Context: an optimization exercise on an open-source flow, tuned for small area. The choices shown serve that exercise and are no tape-out recipe. The RTL was checked by simulation tests, not by an equivalence proof against the original design. No driver is modelled on the clock port, so clock power and skew are understated where the tree is cut down; a real chip needs a root buffer or a tree. Power figures rest on the tool's default switching activity, not on a simulated workload.

`design.v`:
```
module em4102_tag #(
    parameter [7:0]  MFR0 = 8'h12,
    parameter [31:0] UID0 = 32'h3456789A,
    parameter [7:0]  MFR1 = 8'hAB,
    parameter [31:0] UID1 = 32'hCDEF0123,
    parameter [7:0]  MFR2 = 8'hFF,
    parameter [31:0] UID2 = 32'hFFFFFFFF
) (
    input  wire       clk,
    input  wire       por,      
    input  wire [2:0] sel_n,    
    output wire       drive     
);
    function [63:0] frame(input [39:0] w);
        integer i, j;
        reg [3:0] nib, col;
        reg [63:0] f;
        begin
            f   = 64'd0;
            col = 4'd0;
            for (j = 0; j < 9; j = j + 1)
                f[j] = 1'b1;
            for (i = 0; i < 10; i = i + 1) begin
                nib = w[39-4*i -: 4];
                col = col ^ nib;
                f[9+5*i]   = nib[3];
                f[9+5*i+1] = nib[2];
                f[9+5*i+2] = nib[1];
                f[9+5*i+3] = nib[0];
                f[9+5*i+4] = ^nib;
            end
            f[59] = col[3];
            f[60] = col[2];
            f[61] = col[1];
            f[62] = col[0];
            f[63] = 1'b0;
            frame = f;
        end
    endfunction
    localparam [63:0] FR0 = frame({MFR0, UID0});
    localparam [63:0] FR1 = frame({MFR1, UID1});
    localparam [63:0] FR2 = frame({MFR2, UID2});
    reg  [1:0] sel;     
    reg  [4:0] cyc_q;   
    reg        half;    
    reg  [5:0] bitn;    
    wire       act  = |sel;
    localparam [4:0] CYC_INV = 5'b01010;
    wire [4:0] cyc  = cyc_q ^ CYC_INV;
    wire       z4   = ~|cyc[3:0];
    wire       last = cyc[4] & z4;
    wire [4:0] cyc_next = act ? {cyc[3:0], cyc[4] ^ cyc[2] ^ z4} : 5'd0;
    always @(posedge clk) begin
        if (por)
            sel <= 2'd0;
        else if (!act)
            sel <= !sel_n[0] ? 2'd1 : !sel_n[1] ? 2'd3 : !sel_n[2] ? 2'd2 : 2'd0;
        cyc_q <= cyc_next ^ CYC_INV;
        if (!act) begin
            half <= 1'b0;
            bitn <= 6'd36;
        end else begin
            half <= half ^ last;
            bitn <= bitn + {5'd0, last & half};
        end
    end
    wire lbit;
    em4102_frame_rom #(.FR0(FR0), .FR1(FR1), .FR2(FR2), .BASE(6'd36)) rom (
        .sel(sel), .bitn(bitn), .lbit(lbit));
    assign drive = act & (lbit ^ half);
endmodule
module em4102_frame_rom #(
    parameter [63:0] FR0  = 64'd0,
    parameter [63:0] FR1  = 64'd0,
    parameter [63:0] FR2  = 64'd0,
    parameter [5:0]  BASE = 6'd0
) (
    input  wire [1:0] sel,
    input  wire [5:0] bitn,
    output reg        lbit
);
    wire [5:0] idx = bitn - BASE;
    always @(*) begin
        case (sel)
            2'd1:    lbit = FR0[idx];
            2'd3:    lbit = FR1[idx];
            default: lbit = FR2[idx];
        endcase
    end
endmodule
```
`flow/run.sh`:
```
#!/bin/bash
# Layout flow: the standard flow (standard.sh) with these changes:
#  - synthesis: the standard flow's own script (synth_recipe.tcl), with each module kept apart through
#    technology mapping (SYNTH_HIERARCHICAL=1, SYNTH_MINIMUM_KEEP_SIZE=0; flattened after)
#    and mapped by an area-oriented ABC script over a few seeds (flow/synth_prefix.tcl,
#    flow/abc_deep.script); no adder cells (ADDER_MAP_FILE empty), so ABC sees every gate;
#  - port buffers of the smallest buffer cell (sky130_fd_sc_hd__buf_1);
#  - clock tree: CTS's two-level tree replaced by one clkbuf_8 (flow/post_cts.tcl);
# Every tool's output goes to flow.log here and to ORFS's logs under orfs/logs.
set -euo pipefail
W=$(pwd)
export FLOW_ABC_SCRIPT=$W/flow/abc_deep.script
export FLOW_ABC_SEEDS="400,7,em4102_tag 1500,3,*rom"
cat flow/synth_prefix.tcl synth_recipe.tcl > my_synth.tcl
sed -e "s#SYNTH_SCRIPT=[^ ]*#SYNTH_SCRIPT=$W/my_synth.tcl ADDER_MAP_FILE= SYNTH_HIERARCHICAL=1 SYNTH_MINIMUM_KEEP_SIZE=0 'BUFFER_PORTS_ARGS=-buffer_cell sky130_fd_sc_hd__buf_1' POST_CTS_TCL=$W/flow/post_cts.tcl#" standard.sh > my_standard.sh
bash my_standard.sh > flow.log 2>&1
```
`flow/abc_deep.script`:
```
collapse
sop
fx
strash
&get -n
&deepsyn -J @J@ -S @S@
&put
&get -n
&dch
&nf -R 1000
&put
topo
```
`flow/post_cts.tcl`:
```
# After CTS: CTS builds a root clock buffer feeding two leaf buffers for these few registers.
# Replace that two-level tree by its root alone, resized to sky130_fd_sc_hd__clkbuf_8, driving
# every register clock pin directly (all registers stay at the same level of the tree).
set block [ord::get_db_block]
set root [$block findInst clkbuf_0_clk]
if { $root ne "NULL" } {
  set rootnet [[$root findITerm X] getNet]
  set leaves {}
  foreach it [$rootnet getITerms] {
    set inst [$it getInst]
    if { [$inst getName] ne [$root getName] && [string match "sky130_fd_sc_hd__clkbuf_*" [[$inst getMaster] getName]] } {
      lappend leaves $inst
    }
  }
  foreach leaf $leaves {
    set leafnet [[$leaf findITerm X] getNet]
    foreach it [$leafnet getITerms] {
      if { [[$it getInst] getName] ne [$leaf getName] } {
        $it disconnect
        $it connect $rootnet
      }
    }
    puts "post_cts: removing clock buffer [$leaf getName] ([[$leaf getMaster] getName])"
    odb::dbInst_destroy $leaf
    odb::dbNet_destroy $leafnet
  }
  $root swapMaster [[ord::get_db] findMaster sky130_fd_sc_hd__clkbuf_8]
  puts "post_cts: [$root getName] is now sky130_fd_sc_hd__clkbuf_8 driving [llength [$rootnet getITerms]] pins"
  detailed_placement
  check_placement -verbose
  estimate_parasitics -placement
  report_clock_min_period
}
```
`flow/synth_prefix.tcl`:
```
# Technology mapping for area: each module is mapped by ABC once per entry "J,S[,PATTERN]" of
# FLOW_ABC_SEEDS with the script FLOW_ABC_SCRIPT (its J and S replaced: &deepsyn's number of
# steps without improvement and its random seed; PATTERN, if given, limits the entry to the
# modules whose names match it), and the entry that gives the module the least cell area is
# kept. The rest of the synthesis is the standard flow's own.
proc my_module_areas { } {
  set areas [dict create]
  foreach line [split [tee -q -s result.string stat {*}$::my_lib_args] "\n"] {
    if { [regexp {Chip area for module '\\?(.*)':\s*([0-9.]+)} $line -> m a] } {
      dict set areas $m $a
    }
  }
  return $areas
}
proc my_abc_script { seed } {
  set fin [open $::env(FLOW_ABC_SCRIPT) r]
  lassign [split $seed ,] j s
  set text [string map [list @J@ $j @S@ $s] [read $fin]]
  close $fin
  set script $::env(RESULTS_DIR)/abc_J${j}_S${s}.script
  set fout [open $script w]
  puts $fout $text
  close $fout
  return $script
}
proc abc {args} {
  set i [lsearch -exact $args -script]
  set ::my_lib_args {}
  foreach {k v} $args { if { $k eq "-liberty" } { lappend ::my_lib_args -liberty $v } }
  set libcells [split [string trim [tee -q -s result.string select -list-mod =A:liberty_cell]] "\n"]
  set mods {}
  foreach m [split [string trim [tee -q -s result.string select -list-mod =*]] "\n"] {
    if { [lsearch -exact $libcells $m] < 0 } { lappend mods $m }
  }
  puts "ABC: modules to map: $mods"
  yosys design -save my_pre_abc
  set best [dict create]
  foreach seed $::env(FLOW_ABC_SEEDS) {
    set pattern [lindex [split $seed ,] 2]
    set these {}
    foreach m $mods {
      if { $pattern eq "" || [string match $pattern $m] } { lappend these $m }
    }
    if { $these eq {} } { continue }
    yosys design -load my_pre_abc
    set a $args
    lset a [expr { $i + 1 }] [my_abc_script $seed]
    yosys abc {*}$a {*}$these
    set areas [my_module_areas]
    foreach m $these {
      set ar [dict get $areas $m]
      puts "ABC seed $seed: module $m cell area $ar"
      if { ![dict exists $best $m] || $ar < [lindex [dict get $best $m] 1] } {
        dict set best $m [list $seed $ar]
      }
    }
  }
  yosys design -load my_pre_abc
  foreach m $mods {
    if { ![dict exists $best $m] } {
      dict set best $m [list [lindex $::env(FLOW_ABC_SEEDS) 0] -]
    }
    lassign [dict get $best $m] seed ar
    puts "ABC: module $m keeps seed $seed (cell area $ar)"
    set a $args
    lset a [expr { $i + 1 }] [my_abc_script $seed]
    yosys abc {*}$a $m
  }
  set areas [my_module_areas]
  puts "ABC: final areas $areas"
}
```
`standard.sh`:
```
#!/bin/bash
# synth_recipe.tcl (not shown) runs the flow's synth.tcl, then flattens the netlist and writes it again
# the make line also repeats each setting of config.mk as NAME=value (left out here)
make -C /OpenROAD-flow-scripts/flow DESIGN_CONFIG=/design/flow/config.mk WORK_HOME=/design/flow/orfs CLKGATE_MAP_FILE= SYNTH_SCRIPT=/design/flow/synth_recipe.tcl "${@:-finish}"
```
`config.mk`:
```
export PLATFORM = sky130hd
export DESIGN_NAME = em4102_tag
export DESIGN_NICKNAME = em4102_tag
export VERILOG_FILES = /design/flow/design.v
export SDC_FILE = /design/flow/constraint.sdc
export NUM_CORES = 4
export LEC_CHECK = 0
export CAP_MARGIN = 20
export CORE_AREA = 2.3 2.72 62.7 62.56
export CTS_BUF_LIST = sky130_fd_sc_hd__clkbuf_4
export DIE_AREA = 0 0 65 65
export PLACE_DENSITY = 0.9
export SLEW_MARGIN = 20
```
`constraint.sdc`:
```
create_clock -name core_clock -period 10.0 [get_ports {clk}]
set_input_delay 2.0000 -clock core_clock [delete_from_list [all_inputs] [get_ports {clk}]]
set_output_delay 2.0000 -clock core_clock [all_outputs]
set_load 0.01 [all_outputs]
```
==> results.tsv, run 1 <==
stage	metric	value	unit
outcome	status	timing/DRC/antenna clean	
cells_and_area	Final Core Density	21.2	%
synth	Yosys reg bits	14	
cells_and_area	commonest non-fill, non-tap cell in the layout	dfxtp_1	
timing	Peak Freq	236	MHz
synth	Mean Syn Cell Area	7.71	µm²
synth	mapped cell area	671	µm²
placement	HPWL Detailed	952	µm
synth	post-synthesis compound-gate area fraction	24.8	%
critical_path	Crit. End Element	primary output	
routing	metal2 WL	629	µm
hold_path	Hold Path Class	register to register	
cts	CTS Sinks	14	
routing	Avg Vias per Cell	4.42	
timing	RSZ-0062 raised after global routing	false	
synth	syn nets	92	
placement	RePlAce Congestion	0.880	
routing	residual antenna-violating net count after detailed routing	0	
cells_and_area	P&R area growth vs syn	13.8	%
run	MaxCap Viol Count	0	
global_route	largest net degree at the start of global routing	15	
routing	metal3 WL	72	µm
synth	Synth cell types	25	
die	core area	3610	µm²
timing	Worst Setup Slack, final	5.76	ns
cells_and_area	nets	100	
critical_path	critical path class	register to primary output	
synth	Yosys warning count	8	
timing	Final Max Slew Viols	0	
routing	Met1 Wirelength	559	µm
critical_path	Critical Path RT	8.00	ns
routing	highest metal used	met4	
synth	post-synthesis sequential area ratio	41.8	%
placement	placed cell count	140	
timing	final hold vios	0	
critical_path	CP arrival	2.24	ns
routing	via count	623	
global_route	initial antenna violation count	0	
routing	drt wl/cell	9.07	µm
global_route	GRT Util Overall	6.82	%
timing	setup TNS	0	ns
timing	normalized max-slew margin	67.9	%
timing	Final Setup Violations	0	
critical_path	CP max FO	7	
global_route	gr ovfl total	0	
cells_and_area	layout cells sized above 1	1.08	%
placement	dpl ws	6.00	ns
die	Initial Utilization	18.6	%
timing	Worst Skew	0.00163	ns
cells_and_area	commonest non-fill, non-tap cells in the layout	dfxtp_1, nor2_1, a21oi_1	
timing	Tcrit/Tclk final	42.4	%
cells_and_area	Layout Cells excl Fill	141	
synth	Synth Area in Adders	0	%
timing	Min Clock Period, post-route	4.24	ns
timing	worst slew pin tran	0.479	ns
cells_and_area	Antenna diodes	0	
routing	final wirelength	1280	µm
routing	Post-route DRC	0	
pwr	leakage power	0.280	nW
synth	mux contribution to synthesized area	0	%
pwr	pwr dens	125	nW/µm²
global_route	vias in the first global route	501	
routing	DR pass1 iterations	6	
die	top-level I/O count	6	
global_route	first-pass GRT wire length	1980	µm
placement	buffers added on ports	5	
die	site row count	22	
die	Die X-Extent	65	µm
routing	drt initial violations	27	
synth	largest family of logic cells by synthesized area	simple AND/OR/NAND/NOR gates	
synth	simple-gate share of the synthesized area	26.5	%
pwr	VDD IR-drop max	0.0000818	V
cts	clock latency on the worst-skew pair	0.14	ns
synth	area share of xor/xnor cells in the synthesized design	5.22	%
die	Die Y	65	µm
cells_and_area	fill count	400	
die	Die Footprint	4230	µm²
cts	CTS clk-pin slew, worst paths	0.08	ns
synth	Synth Instances	87	
critical_path	CP Launch Type	register	
synthesized netlist by cell type:
cell	count	area [µm²]
dfxtp_1	14	280
xnor2_1	2	17.5
o31ai_1	1	7.51
nor2b_1	1	6.26
a21o_1	2	15.0
a21boi_0	1	7.51
o211ai_1	2	15.0
nand2b_1	2	12.5
clkinv_1	3	11.3
a21oi_1	12	60.1
nor2_1	13	48.8
nand2_1	10	37.5
nor3b_1	2	15.0
nand3b_1	1	7.51
or2_0	1	6.26
o21ai_0	5	25.0
o22ai_1	1	6.26
a311oi_1	1	8.76
nand3_1	1	5.00
nor3_1	4	20.0
and2_0	1	6.26
a31oi_1	2	12.5
xor2_1	2	17.5
and3_1	2	12.5
a221oi_1	1	8.76
state kept, by name, indices dropped and copies added (netlist names):
name / count
sel: 2
bitn: 6
cyc_q: 5
half: 1
layout make-up:
cell class                 instances  area, µm²  share of cell area [%]
sequential                        14        280                    36.7
multi-input combinational         70        379                    49.7
tap                               48       60.1                    7.87
clock buffer                       1       13.8                    1.80
timing repair buffer               5       18.8                    2.46
inverter                           3       11.3                    1.48
cell families after synthesis:
group | Yosys count
flops | 14
compound gates | 28
buf+inv | 3
simple gates | 38
xor+xnor | 4
critical path, cell delays in order, from the launching register on:
cell	delay [ns]
dfxtp_1	0.46
xor2_1	0.32
nand3_1	0.15
a21boi_0	0.17
nand2b_1	0.21
nand2_1	0.11
o22ai_1	0.07
o211ai_1	0.09
o21ai_0	0.12
xnor2_1	0.14
nor2_1	0.09
buf_1	0.16
report_power, final:
| group | total (mW) | internal, mW | switching, mW | leakage [nW] |
|---|---|---|---|---|
| combinational | 0.0112 | 0.00440 | 0.00681 | 0.159 |
| sequential | 0.0616 | 0.0592 | 0.00242 | 0.114 |
| clock | 0.0226 | 0.00920 | 0.0134 | 0.00719 |
| total | 0.0954 | 0.0728 | 0.0226 | 0.280 |
through the flow:
stage | power (mW) | cell area (µm²) | hold slack [ns]
finish | 0.0954 | 763 | 0.384
global route | 0.101 | 763 | 0.413
detailed placement | 0.0743 | 749 | 0.370
global placement | 0.0737 | 749 | 0.359
floorplan | 0.0708 | 671 | 0.353
per-layer routing:
metal  global-route usage (%)  vias to the layer above
met2                     13.1                       25
li1                         -                      321
met3                     1.04                        2
met5                        0                        -
met4                     1.60                        0
met1                     7.75                      275
worst paths after layout:
check,startpoint,to,slack (ns),cells after the start
min reg2reg,cyc_q[0],cyc_q[1],0.38,1
max reg2reg,cyc_q[0],bitn[5],8.11,8
min,cyc_q[0],cyc_q[1],0.38,1
max,bitn[3],drive,5.76,11
==> run 2, diff against run 1 <==
--- a/design.v
+++ b/design.v
@@ -64,10 +64,8 @@
             bitn <= bitn + {5'd0, last & half};
         end
     end
-    wire lbit;
     em4102_frame_rom #(.FR0(FR0), .FR1(FR1), .FR2(FR2), .BASE(6'd36)) rom (
-        .sel(sel), .bitn(bitn), .lbit(lbit));
-    assign drive = act & (lbit ^ half);
+        .sel(sel), .bitn(bitn), .act(act), .half(half), .drive(drive));
 endmodule
 module em4102_frame_rom #(
     parameter [63:0] FR0  = 64'd0,
@@ -77,8 +75,11 @@
 ) (
     input  wire [1:0] sel,
     input  wire [5:0] bitn,
-    output reg        lbit
+    input  wire       act,
+    input  wire       half,
+    output wire       drive
 );
+    reg lbit;
     wire [5:0] idx = bitn - BASE;
     always @(*) begin
         case (sel)
@@ -87,4 +88,5 @@
             default: lbit = FR2[idx];
         endcase
     end
+    assign drive = act & (lbit ^ half);
 endmodule
--- a/flow/run.sh
+++ b/flow/run.sh
@@ -10,7 +10,7 @@
 set -euo pipefail
 W=$(pwd)
 export FLOW_ABC_SCRIPT=$W/flow/abc_deep.script
-export FLOW_ABC_SEEDS="400,7,em4102_tag 1500,3,*rom"
+export FLOW_ABC_SEEDS="20,1,em4102_tag 400,7,em4102_tag 1500,8,*rom"
 cat flow/synth_prefix.tcl synth_recipe.tcl > my_synth.tcl
 sed -e "s#SYNTH_SCRIPT=[^ ]*#SYNTH_SCRIPT=$W/my_synth.tcl ADDER_MAP_FILE= SYNTH_HIERARCHICAL=1 SYNTH_MINIMUM_KEEP_SIZE=0 'BUFFER_PORTS_ARGS=-buffer_cell sky130_fd_sc_hd__buf_1' POST_CTS_TCL=$W/flow/post_cts.tcl#" standard.sh > my_standard.sh
 bash my_standard.sh > flow.log 2>&1
==> run 2 against run 1 <==
Effect of this change:
- still clean on timing, DRC and antenna
- worst setup slack worse by 0.011 ns
- sequential share of layout area did not move
- die area unchanged
- critical path depth is 2 lower
- count of clock-buffer cells in the layout did not move
- wire length decreased by 2.0%
- fmax fell by 0.25%
- cell count up 0.71%
- first-iteration DRC count fell by 22%
- critical path type unchanged
- largest cell class unchanged
- largest power group unchanged
==> results.tsv, run 2 <==
stage	metric	value	unit	change
timing	Worst Skew	0.00144	ns	-0.000185 ns
cells_and_area	commonest non-fill, non-tap cell in the layout	dfxtp_1		
timing	final hold vios	0		unchanged
synth	mapped cell area	667	µm²	-0.56%
critical_path	crit-path cells	nand2_1 > o21ai_0 > clkinv_1 > o211ai_1 > o221ai_1 > a211oi_1 > o21ai_0 > a21oi_1 > buf_1		
timing	Min Clock Period, post-route	4.25	ns	+0.0108 ns
outcome	status	timing/DRC/antenna clean		
routing	drt wl/cell	8.83	µm	-2.6%
routing	Post-route DRC	0		unchanged
critical_path	CP max FO	9		+2
routing	final wirelength	1250	µm	-2.0%
critical_path	CP arrival	2.25	ns	about the same
critical_path	reg2reg end	bitn[5]		
pwr	Comb power frac	11.2	%	-0.6 points
timing	Peak Freq	235	MHz	-0.25%
pwr	pwr dens	127	nW/µm²	+1.7%
cells_and_area	nets	100		unchanged
cts	CTS Sinks	14		unchanged
pwr	P_sw	0.0238	mW	+5.4%
die	Die Footprint	4230	µm²	unchanged
synth	Yosys warning count	8		unchanged
timing	normalized max-slew margin	75.2	%	+7.3 points
global_route	first-pass GRT wire length	2470	µm	+25%
pwr	leakage power	0.246	nW	-12%
placement	HPWL Detailed	957	µm	+0.48%
timing	Final Max Slew Viols	0		unchanged
cells_and_area	commonest non-fill, non-tap cells in the layout	dfxtp_1, a21oi_1, nand2_1		
die	Die X-Extent	65	µm	unchanged
critical_path	Critical Path RT	8.00	ns	about the same
cts	clock latency on the worst-skew pair	0.15	ns	about the same
critical_path	critical path class	register to primary output		
synth	syn nets	92		unchanged
hold_path	Hold Path Class	register to register		
hold_path	hold depth	1		unchanged
pwr	Net Sw Frac	24.6	%	+0.87 points
synth	cell taking the most area after synthesis	dfxtp_1		
synth	Mean Syn Cell Area	7.67	µm²	-0.56%
cells_and_area	sequential cell area	280	µm²	unchanged
cells_and_area	P&R area growth vs syn	14.4	%	
hold_path	Hold Path Origin	cyc_q[0]		
pwr	VDD IR-drop max	0.0000587	V	-28%
cells_and_area	fill count	390		-2.5%
timing	Final Setup Violations	0		unchanged
cells_and_area	max reg flops	6		unchanged
die	top-level I/O count	6		unchanged
synth	ys async rst share	0	%	unchanged
global_route	initial antenna violation count	0		unchanged
die	Initial Utilization	18.5	%	-0.10 points
global_route	GRT Util Overall	8.05	%	+1.2 points
pwr	part of the power in registers	63.6	%	-1.0 points
global_route	vias in the first global route	589		+18%
critical_path	flop2flop setup slack	8.11	ns	about the same
placement	buffers added on ports	5		unchanged
pwr	Power Internal	0.0731	mW	+0.53%
run	MaxCap Viol Count	0		unchanged
synth	Area contributors post-synth	dfxtp_1, a21oi_1, o21ai_0		
placement	placed cell count	140		unchanged
synth	top cells by count, synth	dfxtp_1, a21oi_1, nand2_1		
critical_path	CP most frequent cell	o21ai_0		
synth	post-synthesis sequential area ratio	42.0	%	+0.24 points
routing	DR pass1 iterations	4		-2
critical_path	Slowest cell on crit path	dfxtp_1		
routing	via count	615		-1.3%
timing	worst slew pin tran	0.363	ns	-0.116 ns
synth	cell with the most instances after synthesis	dfxtp_1		
cells_and_area	Top reg by flops	bitn		
synth	main flop type after synthesis	dfxtp_1		
pwr	Clock power frac	25.2	%	+1.5 points
timing	Tcrit/Tclk final	42.5	%	+0.11 points
critical_path	Max stage delay on crit path	0.50	ns	+0.04 ns
routing	drt initial violations	21		-22%
routing	Avg Vias per Cell	4.33		-2.0%
timing	WHS	0.386	ns	+0.00251 ns
global_route	gr ovfl total	0		unchanged
cells_and_area	Antenna diodes	0		unchanged
synth	Yosys reg bits	14		unchanged
cells_and_area	Multi-input gate area	372	µm²	-2.0%
routing	residual antenna-violating net count after detailed routing	0		unchanged
cts	CTS clk-pin slew, worst paths	0.09	ns	about the same
critical_path	CP Launch Type	register		
synth	Synth Instances	87		unchanged
synth	number of flops mapped to enable cells by yosys	0		unchanged
synth	Synth cell types	21		-16%
global_route	largest net degree at the start of global routing	16		+1
cells_and_area	Largest regs	bitn x6, cyc_q x5, sel x2		
timing	RSZ-0062 raised after global routing	false		
die	Die Y	65	µm	unchanged
synth	top-area cell type share of the netlist area	42.0	%	+0.24 points
timing	setup TNS	0	ns	unchanged
die	core area	3610	µm²	unchanged
cells_and_area	Layout Cells excl Fill	142		+0.71%
critical_path	worst reg2reg startpoint	cyc_q[0]		
placement	dpl ws	5.91	ns	-0.0878 ns
critical_path	Worst R2R Path Depth	8		unchanged
hold_path	Hold Path End	cyc_q[1]		
die	site row count	22		unchanged
cells_and_area	layout cells sized above 1	1.06	%	-0.011 points
placement	RePlAce Congestion	0.815		-7.4%
critical_path	Crit. End Element	primary output		
timing	Worst Setup Slack, final	5.75	ns	-0.0108 ns
==> run 2: changes by cell type after synthesis, moves of 2 or more <==
cell,before,now
o21ai_0,5,10
xor2_1,2,0
nand2b_1,2,5
nor2_1,13,8
a21o_1,2,0
==> run 2: worst max-delay path, delay by kind of cell (launching register included) <==
kind / cells / cell delay (ns)
compound gates: 6 / 1.13
buf+inv: 2 / 0.29
flops: 1 / 0.50
simple gates: 1 / 0.17
==> run 2: cell type report <==
class	instances	area share, %
inverter	4	1.97
clock buffer	1	1.80
tap	48	7.87
timing repair buffer	5	2.46
sequential	14	36.7
multi-input combinational	69	48.7
clock inverter	1	0.492
==> run 2: metrics by stage <==
step	utilization [%]	total power, mW	area (µm²)
6_report	21.2	0.0970	763
5_1_grt	21.2	0.103	763
3_5_place_dp	20.7	0.0739	746
3_3_place_gp	20.7	0.0735	746
2_1_floorplan	-	0.0706	667
==> run 2: worst max-delay path by stage <==
stage               cells after the start    end  slack (ns)    start
floorplan                               9  drive        6.25  bitn[4]
global placement                       10  drive        5.97  bitn[4]
detailed placement                      9  drive        5.91   sel[0]
global route                           11  drive        5.36   sel[0]
finish                                  9  drive        5.75   sel[0]
==> run 2: power groups by stage <==
stage / logic, mW / registers [mW] / clock network, mW
floorplan: 0.00820 / 0.0624 / 0
global placement: 0.0106 / 0.0629 / 0
detailed placement: 0.0109 / 0.0630 / 0
global route: 0.0126 / 0.0623 / 0.0280
finish: 0.0109 / 0.0617 / 0.0245
==> run 2: cell families after synthesis <==
group / count (synthesis) / share of synthesized area [%]
AOI/OAI and AO/OA: 31 / 26.3
xor gates and xnor gates: 3 / 3.94
buffers and inverters: 4 / 2.25
DFF: 14 / 42.0
and+or+nand+nor: 35 / 25.5
==> run 2: metal layers <==
metal	up-vias	GRT usage [%]	wire, µm	share of wire [%]
met4	0	0	0	0
met5	-	0	0	0
met3	0	1.04	59	4.7
met2	14	13.7	620	49
li1	322	-	-	-
met1	279	11.5	575	46
==> run 3, diff against run 2 <==
--- a/flow/run.sh
+++ b/flow/run.sh
@@ -10,7 +10,7 @@
 set -euo pipefail
 W=$(pwd)
 export FLOW_ABC_SCRIPT=$W/flow/abc_deep.script
-export FLOW_ABC_SEEDS="20,1,em4102_tag 400,7,em4102_tag 1500,8,*rom"
+export FLOW_ABC_SEEDS="20,1,em4102_tag 400,7,em4102_tag 1500,35,*rom 1500,8,*rom"
 cat flow/synth_prefix.tcl synth_recipe.tcl > my_synth.tcl
 sed -e "s#SYNTH_SCRIPT=[^ ]*#SYNTH_SCRIPT=$W/my_synth.tcl ADDER_MAP_FILE= SYNTH_HIERARCHICAL=1 SYNTH_MINIMUM_KEEP_SIZE=0 'BUFFER_PORTS_ARGS=-buffer_cell sky130_fd_sc_hd__buf_1' POST_CTS_TCL=$W/flow/post_cts.tcl#" standard.sh > my_standard.sh
 bash my_standard.sh > flow.log 2>&1
--- a/flow/post_cts.tcl
+++ b/flow/post_cts.tcl
@@ -1,6 +1,8 @@
 # After CTS: CTS builds a root clock buffer feeding two leaf buffers for these few registers.
 # Replace that two-level tree by its root alone, resized to sky130_fd_sc_hd__clkbuf_8, driving
 # every register clock pin directly (all registers stay at the same level of the tree).
+# CTS's dummy loads (clkload*: clock cells with no output, added only to balance the leaf
+# loads) are removed with the leaves.
 set block [ord::get_db_block]
 set root [$block findInst clkbuf_0_clk]
 if { $root ne "NULL" } {
@@ -15,14 +17,26 @@
   foreach leaf $leaves {
     set leafnet [[$leaf findITerm X] getNet]
     foreach it [$leafnet getITerms] {
-      if { [[$it getInst] getName] ne [$leaf getName] } {
-        $it disconnect
-        $it connect $rootnet
+      set inst [$it getInst]
+      if { [$inst getName] eq [$leaf getName] } { continue }
+      if { [string match "clkload*" [$inst getName]] } {
+        puts "post_cts: removing dummy clock load [$inst getName] ([[$inst getMaster] getName])"
+        odb::dbInst_destroy $inst
+        continue
       }
+      $it disconnect
+      $it connect $rootnet
     }
     puts "post_cts: removing clock buffer [$leaf getName] ([[$leaf getMaster] getName])"
     odb::dbInst_destroy $leaf
     odb::dbNet_destroy $leafnet
+  }
+  foreach it [$rootnet getITerms] {
+    set inst [$it getInst]
+    if { [string match "clkload*" [$inst getName]] } {
+      puts "post_cts: removing dummy clock load [$inst getName] ([[$inst getMaster] getName])"
+      odb::dbInst_destroy $inst
+    }
   }
   $root swapMaster [[ord::get_db] findMaster sky130_fd_sc_hd__clkbuf_8]
   puts "post_cts: [$root getName] is now sky130_fd_sc_hd__clkbuf_8 driving [llength [$rootnet getITerms]] pins"
==> run 3 against run 2 <==
Effect of this change:
- still clean on timing, DRC and antenna
- first-iteration DRC count up 120%
- flip-flop and latch count stayed put
- clock skew about the same
- combinational power is essentially flat
- worst setup slack worse by 0.099 ns
- total power decreased by 1.5%
- synthesized cell count rose by 2.3%
- register-to-register slack got worse by 0.11 ns
- count of clock-buffer cells in the layout unchanged
- via count increased by 3.9%
- sequential share of layout area grew 0.30 points
- clock power down 9.4%
- largest cell class unchanged
==> results.tsv, run 3 <==
stage	metric	value	unit	change
synth	post-synthesis sequential area ratio	42.2	%	+0.16 points
routing	drt wl/cell	8.84	µm	about the same
pwr	pwr dens	126	nW/µm²	-0.66%
placement	buffers added on ports	5		unchanged
placement	RePlAce Congestion	0.932		+14%
timing	worst slew pin tran	0.447	ns	+0.0842 ns
critical_path	CP max FO	7		-2
synth	mapped cell area	664	µm²	-0.38%
global_route	gr ovfl total	0		unchanged
synth	Mean Syn Cell Area	7.47	µm²	-2.6%
synth	top-area cell type share of the netlist area	42.2	%	+0.16 points
cells_and_area	commonest non-fill, non-tap cells in the layout	dfxtp_1, nor2_1, o21ai_0		
routing	via count	639		+3.9%
routing	DR pass1 iterations	4		unchanged
run	MaxCap Viol Count	0		unchanged
placement	HPWL Detailed	945	µm	-1.2%
synth	Yosys warning count	8		unchanged
timing	Final Setup Violations	0		unchanged
die	Die Y	65	µm	unchanged
critical_path	Slowest cell on crit path	dfxtp_1		
hold_path	Hold Path End	cyc_q[1]		
cells_and_area	sequential cell area	280	µm²	unchanged
critical_path	Critical Path RT	8.00	ns	about the same
synth	Synth cell types	21		unchanged
routing	Avg Vias per Cell	4.47		+3.2%
critical_path	CP Buf/Inv Count	2		unchanged
die	Die Footprint	4230	µm²	unchanged
die	top-level I/O count	6		unchanged
synth	Yosys reg bits	14		unchanged
critical_path	Worst R2R Path Depth	8		unchanged
cells_and_area	Antenna diodes	0		unchanged
synth	Synth Instances	89		+2.3%
timing	WHS	0.388	ns	+0.00159 ns
hold_path	Hold Path Class	register to register		
cts	clock latency on the worst-skew pair	0.14	ns	about the same
critical_path	CP Launch Type	register		
synth	cell taking the most area after synthesis	dfxtp_1		
timing	normalized max-slew margin	70.1	%	-5.1 points
synth	Area contributors post-synth	dfxtp_1, o21ai_0, a21oi_1		
hold_path	hold depth	1		unchanged
cells_and_area	Multi-input gate area	365	µm²	-1.7%
cells_and_area	commonest non-fill, non-tap cell in the layout	dfxtp_1		
synth	number of flops mapped to enable cells by yosys	0		unchanged
global_route	first-pass GRT wire length	2270	µm	-8.1%
cells_and_area	Largest regs	bitn x6, cyc_q x5, sel x2		
cells_and_area	P&R area growth vs syn	13.9	%	
die	core area	3610	µm²	unchanged
global_route	largest net degree at the start of global routing	15		-1
critical_path	Crit. End Element	primary output		
die	Die X-Extent	65	µm	unchanged
cts	CTS clk-pin slew, worst paths	0.08	ns	about the same
global_route	initial antenna violation count	0		unchanged
synth	main flop type after synthesis	dfxtp_1		
critical_path	critical path class	register to primary output		
timing	Tcrit/Tclk final	43.5	%	+0.99 points
pwr	VDD IR-drop max	0.0000713	V	+22%
timing	setup TNS	0	ns	unchanged
hold_path	Hold Path Origin	cyc_q[0]		
critical_path	reg2reg end	bitn[5]		
global_route	vias in the first global route	562		-4.6%
routing	drt initial violations	47		+120%
cells_and_area	layout cells sized above 1	1.05	%	-0.011 points
critical_path	crit-path cells	clkinv_1 > nor2_1 > nor2_1 > a21o_1 > o21ai_0 > nand3_1 > a32oi_1 > nor2_1 > o22ai_1 > o21ai_0 > o21ai_0 > a21oi_1 > buf_1		
routing	final wirelength	1260	µm	+0.80%
timing	Worst Skew	0.000958	ns	-0.000487 ns
die	site row count	22		unchanged
critical_path	worst reg2reg startpoint	cyc_q[0]		
timing	Final Max Slew Viols	0		unchanged
cells_and_area	Top reg by flops	bitn		
routing	Post-route DRC	0		unchanged
synth	syn nets	94		+2.2%
routing	residual antenna-violating net count after detailed routing	0		unchanged
critical_path	CP arrival	2.35	ns	+0.10 ns
cells_and_area	Layout Cells excl Fill	143		+0.70%
die	Initial Utilization	18.4	%	-0.069 points
critical_path	Worst path top cell family by delay	compound AO/OA/AOI/OAI gates		
synth	top cells by count, synth	dfxtp_1, nor2_1, o21ai_0		
synth	cell with the most instances after synthesis	dfxtp_1		
cells_and_area	fill count	395		+1.3%
outcome	status	timing/DRC/antenna clean		
timing	Min Clock Period, post-route	4.35	ns	+0.0992 ns
placement	placed cell count	142		+1.4%
timing	final hold vios	0		unchanged
pwr	leakage power	0.247	nW	+0.30%
cells_and_area	max reg flops	6		unchanged
critical_path	Crit path depth	13		+4
global_route	GRT Util Overall	7.28	%	-0.76 points
critical_path	Max stage delay on crit path	0.43	ns	-0.07 ns
critical_path	flop2flop setup slack	8.00	ns	-0.11 ns
timing	Peak Freq	230	MHz	-2.3%
timing	RSZ-0062 raised after global routing	false		
cts	CTS Sinks	14		unchanged
synth	ys async rst share	0	%	unchanged
cells_and_area	nets	102		+2.0%
-- run 3: cell types whose count changed after synthesis, moves of 2 or more --
cell / change
a21oi_1: -4
nand2b_1: -4
nand3_1: +3
nor2_1: +4
nor3_1: -2
o21ai_0: +2
o22ai_1: +2
-- run 3: cells by family (layout without fill, tap and decap cells) --
logic type,count (synthesis),count (layout),share of synthesized area (%)
xor+xnor,3,3,3.96
compound gates,30,30,25.2
buf+inv,5,11,2.83
flops,14,14,42.2
simple gates,37,37,25.8
-- run 3: worst max-delay path by stage --
stage / start / to / slack [ns]
finish: bitn[1] / drive / 5.65
global route: bitn[1] / drive / 5.27
detailed placement: bitn[1] / drive / 5.82
global placement: bitn[1] / drive / 5.89
floorplan: bitn[1] / drive / 6.19
-- run 3: layout make-up --
cell class,instances,share of cell area [%]
Clock buffer,1,1.82
Timing Repair Buffer,5,2.48
Multi-Input combinational cell,70,48.3
Inverter,5,2.48
Tap cell,48,7.93
Sequential cell,14,37.0
-- run 3: metrics by stage --
stage	setup WS, ns	area (µm²)	power (mW)	utilization [%]
detailed placement	5.82	743	0.0748	20.6
global placement	5.89	743	0.0744	20.6
finish	5.65	757	0.0956	21.0
global route	5.27	757	0.102	21.0
floorplan	6.19	664	0.0712	-
-- run 3: power breakdown --
| part | switching, mW | internal (mW) |
|---|---|---|
| sequential | 0.00294 | 0.0592 |
| combinational | 0.00667 | 0.00457 |
| clock | 0.0130 | 0.00919 |
| total | 0.0226 | 0.0729 |
-- run 3: metal layers --
layer / wire length [µm] / global-route usage (%) / part of all wire [%]
met1: 560 / 10.6 / 44
met4: 0 / 1.60 / 0
met2: 617 / 12.1 / 49
met3: 86 / 0 / 6.8
met5: 0 / 0 / 0
-- run 3: worst register-to-register path: stages (launching register included) --
cell	delay [ns]
dfxtp_1	0.32
nand3b_1	0.17
nor3b_1	0.26
and2_0	0.28
and3_1	0.27
and3_1	0.24
nand2_1	0.10
a21oi_1	0.16
o21ai_0	0.09

==> port drivers added, routing unchanged <==
No port has a modelled driver above. Below, the same layouts with a new extraction and two added sets of constraints.
Step 1, drivers: a clkbuf_16 drives clk and a buf_2 each remaining input, both assumed.
Step 2 times the ports against the registers' clock, not the clock port: input delays grow and output delays shrink by t, the midpoint of the rising clock arrivals with the driver on.
Three values: no drivers, after step 1, after step 2; two values: the first two.
run	shift t [ns]	setup slack, ns	worst hold slack (ns)	worst setup path after step 2	latest minus earliest clock arrival (ns)
run 1	0.166	5.757 / 5.735 / 5.901	0.384 / 0.384 / 0.384	register to output	0.002 / 0.002
run 2	0.168	5.747 / 5.727 / 5.895	0.386 / 0.386 / 0.386	register to output	0.001 / 0.002
run 3	0.160	5.647 / 5.629 / 5.789	0.388 / 0.388 / 0.388	register to output	0.001 / 0.000
After both steps setup and hold are still met in every run listed.
